What follows belongs to an exercise in optimizing a design on an open flow for a short achievable clock period and few clock cycles; a production flow would make more cautious choices.
Only simulation tests tie the RTL to the original design; equivalence was not proved.
Power figures rest on the tool's default switching activity, not on a simulated workload.

==> flow/design.v <==
module dcore (
    input  wire         clk,
    input  wire         rst,         
    input  wire         op_valid,
    output wire         op_ready,
    input  wire [1:0]   op_kind,
    input  wire [3:0]   op_id,
    input  wire [159:0] op_wdata,
    output reg          rsp_valid,
    output reg  [159:0] rsp_rdata
);
    localparam [7:0] OP_ZERO = 8'h01, OP_MOV  = 8'h02, OP_CVTU64 = 8'h03,
                     OP_XFLD = 8'h04, OP_SFLD = 8'h05, OP_SFLDI  = 8'h06,
                     OP_MULS = 8'h10, OP_ADDS = 8'h11, OP_DIVS   = 8'h12,
                     OP_ADJE = 8'h13, OP_COMPACT = 8'h20;
    localparam [2:0] C_OK = 3'd0, C_UNDERFLOW = 3'd2, C_OVERFLOW = 3'd3,
                     C_DIVZERO = 3'd4;
    localparam [3:0] F_NONE = 4'd0, F_ILLEGAL = 4'd1, F_UNINIT = 4'd2,
                     F_BADLEN = 4'd3;
    localparam integer R_ZERO = 0, R_MOV = 1, R_CVT = 2, R_XFLD = 3, R_SFLD = 4,
                       R_SFLDI = 5, R_MULS = 6, R_ADDS = 7, R_DIVS = 8, R_ADJE = 9,
                       R_CMP = 10, R_LEGAL = 11, R_RD = 12, R_WR = 13, R_ISS = 14;
    localparam integer DW  = 15;
    localparam integer REC = 160 + 4 + DW;
    reg [639:0] dr;         
    reg [3:0]   dvalid;
    reg [63:0]  arg;
    reg         argvalid;
    reg [15:0]  rem;
    reg [31:0]  fout;
    reg [2:0]   status;
    reg [3:0]   fault;
    reg [31:0]  faultcmd;
    function [DW-1:0] decode;
        input [1:0]  kind;
        input [31:0] c;
        reg   [7:0]  o;
        reg          lg;
        begin
            o  = c[31:24];
            case (o)
                OP_ZERO:    lg = (c[21:0] == 22'd0);
                OP_MOV:     lg = (c[19:0] == 20'd0);
                OP_CVTU64:  lg = (c[21:9] == 13'd0);
                OP_XFLD:    lg = (c[23:22] == 2'd0) && (c[15:0] == 16'd0) && (c[19:16] != 4'd7);
                OP_SFLD:    lg = (c[21:20] == 2'd0) && (c[15:0] == 16'd0) &&
                                 (c[19:16] != 4'd5) && (c[19:16] != 4'd7);
                OP_SFLDI:   lg = (c[21:20] == 2'd0) && (c[19:16] != 4'd5) && (c[19:16] != 4'd7);
                OP_MULS,
                OP_ADDS,
                OP_DIVS,
                OP_ADJE:    lg = (c[19:16] == 4'd0);
                OP_COMPACT: lg = (c[19:0] == 20'd0);
                default:    lg = 1'b0;
            endcase
            decode = 0;
            decode[R_ZERO]  = (o == OP_ZERO);
            decode[R_MOV]   = (o == OP_MOV);
            decode[R_CVT]   = (o == OP_CVTU64);
            decode[R_XFLD]  = (o == OP_XFLD);
            decode[R_SFLD]  = (o == OP_SFLD);
            decode[R_SFLDI] = (o == OP_SFLDI);
            decode[R_MULS]  = (o == OP_MULS);
            decode[R_ADDS]  = (o == OP_ADDS);
            decode[R_DIVS]  = (o == OP_DIVS);
            decode[R_ADJE]  = (o == OP_ADJE);
            decode[R_CMP]   = (o == OP_COMPACT);
            decode[R_LEGAL] = lg;
            decode[R_RD]    = (kind == 2'd0);
            decode[R_WR]    = (kind == 2'd1);
            decode[R_ISS]   = (kind == 2'd2);
        end
    endfunction
    reg           m_full, s_full;
    reg [REC-1:0] m_rec, s_rec;
    wire          consume;
    assign op_ready = !s_full;
    wire accept = op_valid && !s_full;
    wire [REC-1:0] in_rec = {op_wdata, op_id, decode(op_kind, op_wdata[31:0])};
    wire m_load = !m_full || consume;
    always @(posedge clk) begin
        if (rst) begin
            m_full <= 1'b0;
            s_full <= 1'b0;
        end else if (m_load) begin
            if (s_full) begin
                m_rec  <= s_rec;
                m_full <= 1'b1;
                s_full <= 1'b0;
            end else begin
                m_rec  <= in_rec;
                m_full <= accept;
            end
        end else if (accept) begin
            s_rec  <= in_rec;
            s_full <= 1'b1;
        end
    end
    wire [DW-1:0]  md    = m_rec[DW-1:0];
    wire [3:0]     m_id  = m_rec[DW +: 4];
    wire [159:0]   m_wd  = m_rec[DW+4 +: 160];
    wire [31:0]    cmd   = m_wd[31:0];
    wire [1:0]     c_rd  = cmd[23:22];
    wire [1:0]     c_rs  = cmd[21:20];
    wire [3:0]     c_fs  = cmd[19:16];
    wire [15:0]    c_imm = cmd[15:0];
    wire [159:0] src = dr[160*c_rs +: 160];
    wire [159:0] dst = dr[160*c_rd +: 160];
    wire [3:0]   src_len = src[15:12];
    wire reads_rs  = md[R_MOV] | md[R_XFLD] | md[R_MULS] | md[R_ADDS] | md[R_DIVS] |
                     md[R_ADJE] | md[R_CMP];
    wire reads_rd  = md[R_SFLD] | md[R_SFLDI];
    wire reads_arg = md[R_CVT] | md[R_SFLD];
    wire uses_len  = md[R_MULS] | md[R_ADDS] | md[R_DIVS] | md[R_CMP];
    wire uninit = (reads_rs && !dvalid[c_rs]) || (reads_rd && !dvalid[c_rd]) ||
                  (reads_arg && !argvalid);
    wire pipe_empty;
    wire badlen = uses_len && (src_len > 4'd8) && pipe_empty;
    wire f_ill  = !md[R_LEGAL];
    wire exec   = md[R_ISS] && (fault == F_NONE) && md[R_LEGAL] && !uninit && !badlen;
    reg [127:0] src_mag;
    integer wi;
    always @* begin
        for (wi = 0; wi < 8; wi = wi + 1)
            src_mag[16*wi +: 16] = (wi < src_len) ? src[32+16*wi +: 16] : 16'd0;
    end
    reg [31:0] fval;
    always @* begin
        case (c_fs)
            4'd0:    fval = {{24{src[7]}}, src[7:0]};
            4'd1:    fval = {28'd0, src[15:12]};
            4'd2:    fval = {31'd0, src[11]};
            4'd3:    fval = {31'd0, src[10]};
            4'd4:    fval = {14'd0, src[9:8], src[31:16]};
            4'd5:    fval = {31'd0, (src[15:12] == 4'd0) && src[11]};
            4'd6:    fval = {24'd0, src[15:8]};
            4'd8:    fval = {16'd0, src[47:32]};
            4'd9:    fval = {16'd0, src[63:48]};
            4'd10:   fval = {16'd0, src[79:64]};
            4'd11:   fval = {16'd0, src[95:80]};
            4'd12:   fval = {16'd0, src[111:96]};
            4'd13:   fval = {16'd0, src[127:112]};
            4'd14:   fval = {16'd0, src[143:128]};
            4'd15:   fval = {16'd0, src[159:144]};
            default: fval = 32'd0;
        endcase
    end
    wire [31:0] sval = md[R_SFLD] ? arg[31:0] : {16'd0, c_imm};
    reg [159:0] setf;
    always @* begin
        setf = dst;
        case (c_fs)
            4'd0:  setf[7:0]     = sval[7:0];
            4'd1:  setf[15:12]   = sval[3:0];
            4'd2:  setf[11]      = sval[0];
            4'd3:  setf[10]      = sval[0];
            4'd4:  begin
                       setf[9:8]   = sval[17:16];
                       setf[31:16] = sval[15:0];
                   end
            4'd6:  setf[15:8]    = sval[7:0];
            4'd8:  setf[47:32]   = sval[15:0];
            4'd9:  setf[63:48]   = sval[15:0];
            4'd10: setf[79:64]   = sval[15:0];
            4'd11: setf[95:80]   = sval[15:0];
            4'd12: setf[111:96]  = sval[15:0];
            4'd13: setf[127:112] = sval[15:0];
            4'd14: setf[143:128] = sval[15:0];
            4'd15: setf[159:144] = sval[15:0];
            default: ;
        endcase
    end
    reg [3:0] cvt_len;
    always @* begin
        if (arg[63:48] != 16'd0)      cvt_len = 4'd4;
        else if (arg[47:32] != 16'd0) cvt_len = 4'd3;
        else if (arg[31:16] != 16'd0) cvt_len = 4'd2;
        else if (arg[15:0] != 16'd0)  cvt_len = 4'd1;
        else                          cvt_len = 4'd0;
    end
    wire [159:0] cvt = {64'd0, arg, 16'd0, cvt_len, c_imm[8], 1'b0, 2'b00, c_imm[7:0]};
    wire signed [16:0] adje_e = $signed({{9{src[7]}}, src[7:0]}) + $signed({c_imm[15], c_imm});
    wire adje_ovf = (adje_e > 17'sd127);
    wire adje_unf = (adje_e < -17'sd128);
    reg [3:0] cmp_len;
    integer ci;
    always @* begin
        cmp_len = 4'd0;
        for (ci = 0; ci < 8; ci = ci + 1)
            if (src_mag[16*ci +: 16] != 16'd0)
                cmp_len = ci + 1;
    end
    wire src_nan = (src[15:12] == 4'd0) && src[11];
    wire [159:0] cmp_res = src_nan ? src :
                           {src[159:16], cmp_len, (cmp_len != 4'd0) && src[11], 1'b1,
                            src[9:8], src[7:0]};
    reg         mul_ph;             
    reg [143:0] mc_a, mc_b;         
    function [287:0] csa;
        input [143:0] a, b, c;
        begin
            csa[143:0]   = a ^ b ^ c;
            csa[287:144] = {((a[142:0] & b[142:0]) | (a[142:0] & c[142:0]) |
                             (b[142:0] & c[142:0])), 1'b0};
        end
    endfunction
    reg [143:0] pp [0:15];
    reg [143:0] l1 [0:10];
    reg [143:0] l2 [0:7];
    reg [143:0] l3 [0:5];
    reg [143:0] l4 [0:3];
    reg [143:0] l5 [0:2];
    reg [143:0] l6a, l6b;
    integer pi;
    always @* begin
        for (pi = 0; pi < 16; pi = pi + 1)
            pp[pi] = c_imm[pi] ? ({16'd0, src_mag} << pi) : 144'd0;
        {l1[1],  l1[0]}  = csa(pp[0],  pp[1],  pp[2]);
        {l1[3],  l1[2]}  = csa(pp[3],  pp[4],  pp[5]);
        {l1[5],  l1[4]}  = csa(pp[6],  pp[7],  pp[8]);
        {l1[7],  l1[6]}  = csa(pp[9],  pp[10], pp[11]);
        {l1[9],  l1[8]}  = csa(pp[12], pp[13], pp[14]);
        l1[10] = pp[15];
        {l2[1], l2[0]} = csa(l1[0], l1[1], l1[2]);
        {l2[3], l2[2]} = csa(l1[3], l1[4], l1[5]);
        {l2[5], l2[4]} = csa(l1[6], l1[7], l1[8]);
        l2[6] = l1[9];
        l2[7] = l1[10];
        {l3[1], l3[0]} = csa(l2[0], l2[1], l2[2]);
        {l3[3], l3[2]} = csa(l2[3], l2[4], l2[5]);
        l3[4] = l2[6];
        l3[5] = l2[7];
        {l4[1], l4[0]} = csa(l3[0], l3[1], l3[2]);
        {l4[3], l4[2]} = csa(l3[3], l3[4], l3[5]);
        {l5[1], l5[0]} = csa(l4[0], l4[1], l4[2]);
        l5[2] = l4[3];
        {l6b, l6a} = csa(l5[0], l5[1], l5[2]);
    end
    wire [143:0] v_mul = mc_a + mc_b;
    wire [128:0] v_add = {1'b0, src_mag} + {113'd0, c_imm};
    wire [143:0] v     = md[R_MULS] ? v_mul : {15'd0, v_add};
    reg  [8:0]   vnz;
    reg  [127:0] ar_words;
    reg          vnz_n;
    integer ai;
    always @* begin
        for (ai = 0; ai < 9; ai = ai + 1)
            vnz[ai] = (v[16*ai +: 16] != 16'd0);
        vnz_n = vnz[src_len];
        for (ai = 0; ai < 8; ai = ai + 1)
            ar_words[16*ai +: 16] = ((ai < src_len) || ((ai == src_len) && vnz[ai])) ?
                                    v[16*ai +: 16] : src[32+16*ai +: 16];
    end
    wire         ar_ovf = (src_len == 4'd8) && vnz[8];
    wire [3:0]   ar_len = src_len + {3'd0, (src_len != 4'd8) && vnz_n};
    wire [159:0] ar_img = {ar_words, src[31:16], ar_len, src[11], 1'b0, src[9:8], src[7:0]};
    localparam integer NST = 16;
    reg [NST-1:0]    pv, prf, pyg;
    reg [2*NST-1:0]  prd;
    reg [16*NST-1:0] pR, pS;
    reg [140*NST-1:0] pM;            
    reg [4*NST-1:0]  pQL;
    reg [127:0]      qlast;          
    reg [159:0]      ch_img;         
    reg [3:0]        ch_n;           
    reg [1:0]        last_rd;        
    reg              y_rem;          
    assign pipe_empty = (pv == {NST{1'b0}});
    function [19:0] dstep;           
        input [15:0]  r;
        input [3:0]   d;
        input [15:0]  s;
        input [139:0] om;
        reg   [19:0]  x;
        reg   [19:0]  mk [0:15];
        reg   [20:0]  df [0:15];
        reg   [16:0]  ge;
        reg   [15:0]  rr;
        reg   [3:0]   q;
        integer k;
        begin
            x = {r, d};
            mk[0]  = 20'd0;
            mk[1]  = {4'd0, s};
            mk[2]  = {3'd0, s, 1'b0};
            mk[3]  = om[0 +: 20];
            mk[4]  = {2'd0, s, 2'b0};
            mk[5]  = om[20 +: 20];
            mk[6]  = {om[0 +: 19], 1'b0};
            mk[7]  = om[40 +: 20];
            mk[8]  = {1'd0, s, 3'b0};
            mk[9]  = om[60 +: 20];
            mk[10] = {om[20 +: 19], 1'b0};
            mk[11] = om[80 +: 20];
            mk[12] = {om[0 +: 18], 2'b0};
            mk[13] = om[100 +: 20];
            mk[14] = {om[40 +: 19], 1'b0};
            mk[15] = om[120 +: 20];
            for (k = 0; k < 16; k = k + 1) begin
                df[k] = {1'b0, x} - {1'b0, mk[k]};
                ge[k] = !df[k][20];
            end
            ge[16] = 1'b0;
            rr = 16'd0;
            q  = 4'd0;
            for (k = 0; k < 16; k = k + 1)
                if (ge[k] && !ge[k+1]) begin
                    rr = rr | df[k][15:0];
                    q  = q | k[3:0];
                end
            dstep = {q, rr};
        end
    endfunction
    wire [8*NST-1:0]  sq;            
    wire [16*NST-1:0] sR;            
    wire [4*NST-1:0]  sQL;           
    genvar gj;
    generate
        for (gj = 0; gj < NST; gj = gj + 1) begin : g_st
            wire [7:0]   d  = qlast[8*(NST-1-gj) +: 8];
            wire [19:0]  o1 = dstep(pR[16*gj +: 16], d[7:4], pS[16*gj +: 16], pM[140*gj +: 140]);
            wire [19:0]  o2 = dstep(o1[15:0],        d[3:0], pS[16*gj +: 16], pM[140*gj +: 140]);
            wire [7:0]   qb = {o1[19:16], o2[19:16]};
            wire [3:0]   ql = pQL[4*gj +: 4];
            assign sq[8*gj +: 8]   = qb;
            assign sR[16*gj +: 16] = o2[15:0];
            assign sQL[4*gj +: 4]  = ((ql == 4'd0) && (qb != 8'd0)) ? (4'd8 - (gj / 2)) : ql;
        end
    endgenerate
    wire follow_ok = md[R_ISS] && md[R_DIVS] && (c_fs == 4'd0) && (fault == F_NONE) &&
                     (c_rs == last_rd) && (c_imm != 16'd0);
    wire attach_ok = md[R_RD] && (m_id == 4'd5) && !y_rem;
    wire mul_first = exec && md[R_MULS] && pipe_empty && !mul_ph;
    assign consume = m_full && !mul_first && (pipe_empty || follow_ok || attach_ok);
    wire attach    = m_full && !pipe_empty && attach_ok;
    wire div_disp  = m_full && exec && md[R_DIVS] && (c_imm != 16'd0) &&
                     (pipe_empty ? (src_len != 4'd0) : follow_ok);
    wire div_head  = pipe_empty;
    wire [3:0]   dv_n   = div_head ? src_len : ch_n;
    wire [159:0] dv_img = div_head ? src : ch_img;
    wire [3:0]   dv_j0  = 5'd16 - {dv_n, 1'b0};
    wire [19:0] s1  = {4'd0, c_imm};
    wire [19:0] s3  = s1 + {s1[18:0], 1'b0};
    wire [19:0] s5  = s1 + {s1[17:0], 2'b0};
    wire [19:0] s7  = {s1[16:0], 3'b0} - s1;
    wire [19:0] s9  = s1 + {s1[16:0], 3'b0};
    wire [19:0] s11 = s3 + {s1[16:0], 3'b0};
    wire [19:0] s13 = s5 + {s1[16:0], 3'b0};
    wire [19:0] s15 = {s1[15:0], 4'b0} - s1;
    wire [139:0] s_om = {s15, s13, s11, s9, s7, s5, s3};
    reg [159:0] dv_mask;
    integer mi;
    always @* begin
        dv_mask = {160{1'b1}};
        dv_mask[15:12] = 4'd0;
        for (mi = 0; mi < 8; mi = mi + 1)
            if (mi < dv_n)
                dv_mask[32+16*mi +: 16] = 16'd0;
    end
    reg [159:0] rdata;
    always @* begin
        case (m_id)
            4'd0, 4'd1, 4'd2, 4'd3: rdata = dr[160*m_id[1:0] +: 160];
            4'd4:    rdata = {96'd0, arg};
            4'd5:    rdata = {144'd0, rem};
            4'd6:    rdata = {128'd0, fout};
            4'd7:    rdata = {157'd0, status};
            4'd8:    rdata = {156'd0, fault};
            4'd9:    rdata = {128'd0, faultcmd};
            default: rdata = 160'd0;
        endcase
    end
    reg         w_en;
    reg [1:0]   w_r;
    reg [159:0] w_img;
    reg [159:0] w_mask;
    always @* begin
        w_en   = 1'b0;
        w_r    = c_rd;
        w_img  = src;
        w_mask = {160{1'b1}};
        if (m_full && consume) begin
            if (md[R_WR]) begin
                w_en  = (m_id <= 4'd3);
                w_r   = m_id[1:0];
                w_img = m_wd;
            end else if (exec) begin
                if (md[R_ZERO]) begin
                    w_en = 1'b1; w_img = 160'd0;
                end else if (md[R_MOV]) begin
                    w_en = 1'b1; w_img = src;
                end else if (md[R_CVT]) begin
                    w_en = 1'b1; w_img = cvt;
                end else if (md[R_SFLD] || md[R_SFLDI]) begin
                    w_en = 1'b1; w_img = setf;
                end else if (md[R_ADJE]) begin
                    w_en = !adje_ovf && !adje_unf; w_img = {src[159:8], adje_e[7:0]};
                end else if (md[R_CMP]) begin
                    w_en = 1'b1; w_img = cmp_res;
                end else if (md[R_MULS] || md[R_ADDS]) begin
                    w_en = !ar_ovf; w_img = ar_img;
                end else if (md[R_DIVS]) begin
                    w_en = (c_imm != 16'd0);
                    w_img = {dv_img[159:16], 4'd0, dv_img[11], 1'b0, dv_img[9:0]};
                    if (div_disp) w_mask = dv_mask;
                end
            end
        end
    end
    reg [639:0] dr_nx;
    integer ri, sj;
    always @* begin
        dr_nx = dr;
        for (ri = 0; ri < 4; ri = ri + 1)
            if (w_en && (w_r == ri))
                dr_nx[160*ri +: 160] = (w_img & w_mask) | (dr[160*ri +: 160] & ~w_mask);
        for (sj = 0; sj < NST; sj = sj + 1)
            if (pv[sj])
                dr_nx[160*prd[2*sj +: 2] + 32 + 8*(NST-1-sj) +: 8] = sq[8*sj +: 8];
        if (pv[NST-1])
            dr_nx[160*prd[2*(NST-1) +: 2] + 12 +: 4] = sQL[4*(NST-1) +: 4];
    end
    wire exit_rsp = pv[NST-1] && (prf[NST-1] || (attach && pyg[NST-1]));
    integer k;
    always @(posedge clk) begin
        dr <= dr_nx;
        if (rst) begin
            dvalid    <= 4'd0;
            argvalid  <= 1'b0;
            status    <= C_OK;
            fault     <= F_NONE;
            faultcmd  <= 32'd0;
            rsp_valid <= 1'b0;
            mul_ph    <= 1'b0;
            pv        <= {NST{1'b0}};
            prf       <= {NST{1'b0}};
            pyg       <= {NST{1'b0}};
            y_rem     <= 1'b0;
        end else begin
            rsp_valid <= 1'b0;
            for (k = NST-1; k > 0; k = k - 1) begin
                pv[k]             <= pv[k-1];
                prd[2*k +: 2]     <= prd[2*(k-1) +: 2];
                prf[k]            <= prf[k-1] | (attach & pyg[k-1]);
                pyg[k]            <= pyg[k-1] & !div_disp;
                pR[16*k +: 16]    <= sR[16*(k-1) +: 16];
                pS[16*k +: 16]    <= pS[16*(k-1) +: 16];
                pM[140*k +: 140]  <= pM[140*(k-1) +: 140];
                pQL[4*k +: 4]     <= sQL[4*(k-1) +: 4];
            end
            pv[0]  <= 1'b0;
            prf[0] <= 1'b0;
            pyg[0] <= 1'b0;
            for (k = 0; k < NST; k = k + 1)
                if (pv[k])
                    qlast[8*(NST-1-k) +: 8] <= sq[8*k +: 8];
            if (pv[NST-1]) begin
                rem <= sR[16*(NST-1) +: 16];
                if (exit_rsp) begin
                    rsp_valid <= 1'b1;
                    rsp_rdata <= {144'd0, sR[16*(NST-1) +: 16]};
                end
            end
            if (attach)
                y_rem <= 1'b1;
            if (div_disp) begin
                for (k = 0; k < NST; k = k + 1)
                    if (k == dv_j0) begin
                        pv[k]            <= 1'b1;
                        prd[2*k +: 2]    <= c_rd;
                        prf[k]           <= 1'b0;
                        pyg[k]           <= 1'b1;
                        pR[16*k +: 16]   <= 16'd0;
                        pS[16*k +: 16]   <= c_imm;
                        pM[140*k +: 140] <= s_om;
                        pQL[4*k +: 4]    <= 4'd0;
                    end
                last_rd <= c_rd;
                y_rem   <= 1'b0;
                if (div_head) begin
                    ch_img <= src;
                    ch_n   <= src_len;
                    qlast  <= src[159:32];
                end
            end
            if (m_full && mul_first) begin
                mul_ph <= 1'b1;
                mc_a   <= l6a;
                mc_b   <= l6b;
            end
            if (m_full && consume) begin
                mul_ph <= 1'b0;
                if (md[R_RD]) begin
                    if (pipe_empty) begin
                        rsp_valid <= 1'b1;
                        rsp_rdata <= rdata;
                    end
                end else if (md[R_WR]) begin
                    if (m_id <= 4'd3)
                        dvalid[m_id[1:0]] <= 1'b1;
                    else if (m_id == 4'd4) begin
                        arg      <= m_wd[63:0];
                        argvalid <= 1'b1;
                    end
                end else if (md[R_ISS] && (fault == F_NONE)) begin
                    if (f_ill) begin
                        fault    <= F_ILLEGAL;
                        faultcmd <= cmd;
                    end else if (uninit) begin
                        fault    <= F_UNINIT;
                        faultcmd <= cmd;
                    end else if (badlen) begin
                        fault    <= F_BADLEN;
                        faultcmd <= cmd;
                    end else begin
                        status <= C_OK;
                        if (md[R_ZERO] || md[R_MOV] || md[R_CVT] || md[R_CMP])
                            dvalid[c_rd] <= 1'b1;
                        if (md[R_XFLD])
                            fout <= fval;
                        if (md[R_ADJE]) begin
                            if (adje_ovf)
                                status <= C_OVERFLOW;
                            else if (adje_unf)
                                status <= C_UNDERFLOW;
                            else
                                dvalid[c_rd] <= 1'b1;
                        end
                        if (md[R_MULS] || md[R_ADDS]) begin
                            if (ar_ovf)
                                status <= C_OVERFLOW;
                            else
                                dvalid[c_rd] <= 1'b1;
                        end
                        if (md[R_DIVS]) begin
                            if (c_imm == 16'd0)
                                status <= C_DIVZERO;
                            else begin
                                dvalid[c_rd] <= 1'b1;
                                if (src_len == 4'd0 && div_head)
                                    rem <= 16'd0;
                            end
                        end
                    end
                end
            end
        end
    end
endmodule
==> flow/run.sh <==
#!/bin/bash
# synth_recipe.tcl (not shown) runs the flow's synth.tcl, then flattens the netlist and writes it again
# the make line also repeats each setting of config.mk as NAME=value (left out here)
make -C /OpenROAD-flow-scripts/flow DESIGN_CONFIG=/design/flow/config.mk WORK_HOME=/design/flow/orfs CLKGATE_MAP_FILE= SYNTH_SCRIPT=/design/flow/synth_recipe.tcl finish
==> flow/config.mk <==
export PLATFORM = sky130hd
export DESIGN_NAME = dcore
export DESIGN_NICKNAME = dcore
export VERILOG_FILES = /design/flow/design.v
export SDC_FILE = /design/flow/constraint.sdc
export NUM_CORES = 4
export LEC_CHECK = 0
export ABC_CLOCK_PERIOD_IN_PS = 4000
export CAP_MARGIN = 20
export CELL_PAD_IN_SITES_DETAIL_PLACEMENT = 1
export CORE_MARGIN = 2
export CORE_UTILIZATION = 35
export PLACE_DENSITY = 0.42
export SETUP_SLACK_MARGIN = 5
export SLEW_MARGIN = 20
==> flow/constraint.sdc <==
create_clock -name core_clock -period 10.0 [get_ports {clk}]
set_input_delay 2.0000 -clock core_clock [delete_from_list [all_inputs] [get_ports {clk}]]
set_output_delay 2.0000 -clock core_clock [all_outputs]
set_load 0.01 [all_outputs]
==> results.sh <==
export IMPL_status="aborted with a tool error"
export IMPL_stop_stage="global routing (5_1_grt)"
export IMPL_error_line="[ERROR GRT-0232] Routing congestion too high. Check the congestion heatmap in the GUI."
export IMPL_clockBufferDepth=5
export IMPL_gr_usage_all_layers=0.559
export IMPL_die_w_um=1340
export IMPL_synth_cells=74180
export IMPL_synth_avg_cell_area_um2=8.40
export IMPL_async_reset_ff_frac=0
export IMPL_synth_top_area_share=0.177
export IMPL_die_y_um=1340
export IMPL_yosys_warnings=71
export IMPL_dp_slack_ns=-0.667
export IMPL_start_util=0.350
export IMPL_synth_top_cell_by_area="edfxtp_1"
export IMPL_ys_ff_latch=4415
export IMPL_htreeDepth=6
export IMPL_ys_top_cells_by_count="ha_1, nand2_1, inv_1, o21ai_0, nor2_1"
export IMPL_yosysMostFrequentCell="ha_1"
export IMPL_synth_area_leaders="edfxtp_1, ha_1, fa_1"
export IMPL_synth_cell_type_count=123
export IMPL_io_pins=331
export IMPL_grt_ovfl_total=4
export IMPL_clock_sinks=4415
export IMPL_place_congestion=1.13
export IMPL_synthesis_area_um2=623000
export IMPL_clock_root_buffer="clkbuf_16"
export IMPL_ys_flop_type="edfxtp_1"
export IMPL_synth_edf_count=3682
export IMPL_synth_nets=84640
export IMPL_io_buffer_count=330
export IMPL_place_area_um2=700000
export IMPL_grt_start_max_net_pins=178
export IMPL_cts_buffers_inserted=605
export IMPL_rows=490
export IMPL_dp_hpwl_um=4180000
export IMPL_ys_seq_area_frac=0.201
-- routing by layer --
metal	GRT overflow	GRT usage
met5	0	0.0376
met4	0	0.586
met3	0	0.268
met2	2	0.761
met1	2	0.610
-- power by group through the flow --
stage          clock [mW]  combinational, mW  sequential [mW]
4_1_cts              23.6                223             25.7
3_5_place_dp            0                219             26.4
3_3_place_gp            0                217             26.4
2_1_floorplan           0                120             24.9
-- worst max path at each step --
stage	to	slack, ns
CTS	rsp_rdata[12]	1.08
detailed placement	pQL[22]	-0.67
global placement	pQL[30]	-1.36
floorplan	pyg[11]	0.78
-- timing repair --
action,CTS
gates resized for setup,860
hold buffers,0
cloned,2
buffers inserted,247
setup endpoints to repair,3616
pin swaps,153
-- per-stage QoR --
stage	instances	util	TNS [ns]	hold WS (ns)
after floorplan	74180	-	0	0.413
after global placement	101547	0.393	-35.52	0.419
after detailed placement	101570	0.393	-15.36	0.430
after CTS	102916	0.408	0	0.285
-- cells by family after synthesis --
kind of cell    count (synthesis)  synth area share
flops                        4415             0.201
simple gates                21601             0.169
compound gates              23176             0.245
buf+inv                      8201            0.0500
fa+ha+maj                   10291             0.231
xor+xnor                     5049            0.0710
mux                          1447            0.0337
Testbench counts, summed over its fixed seeds: cycles 10,844.
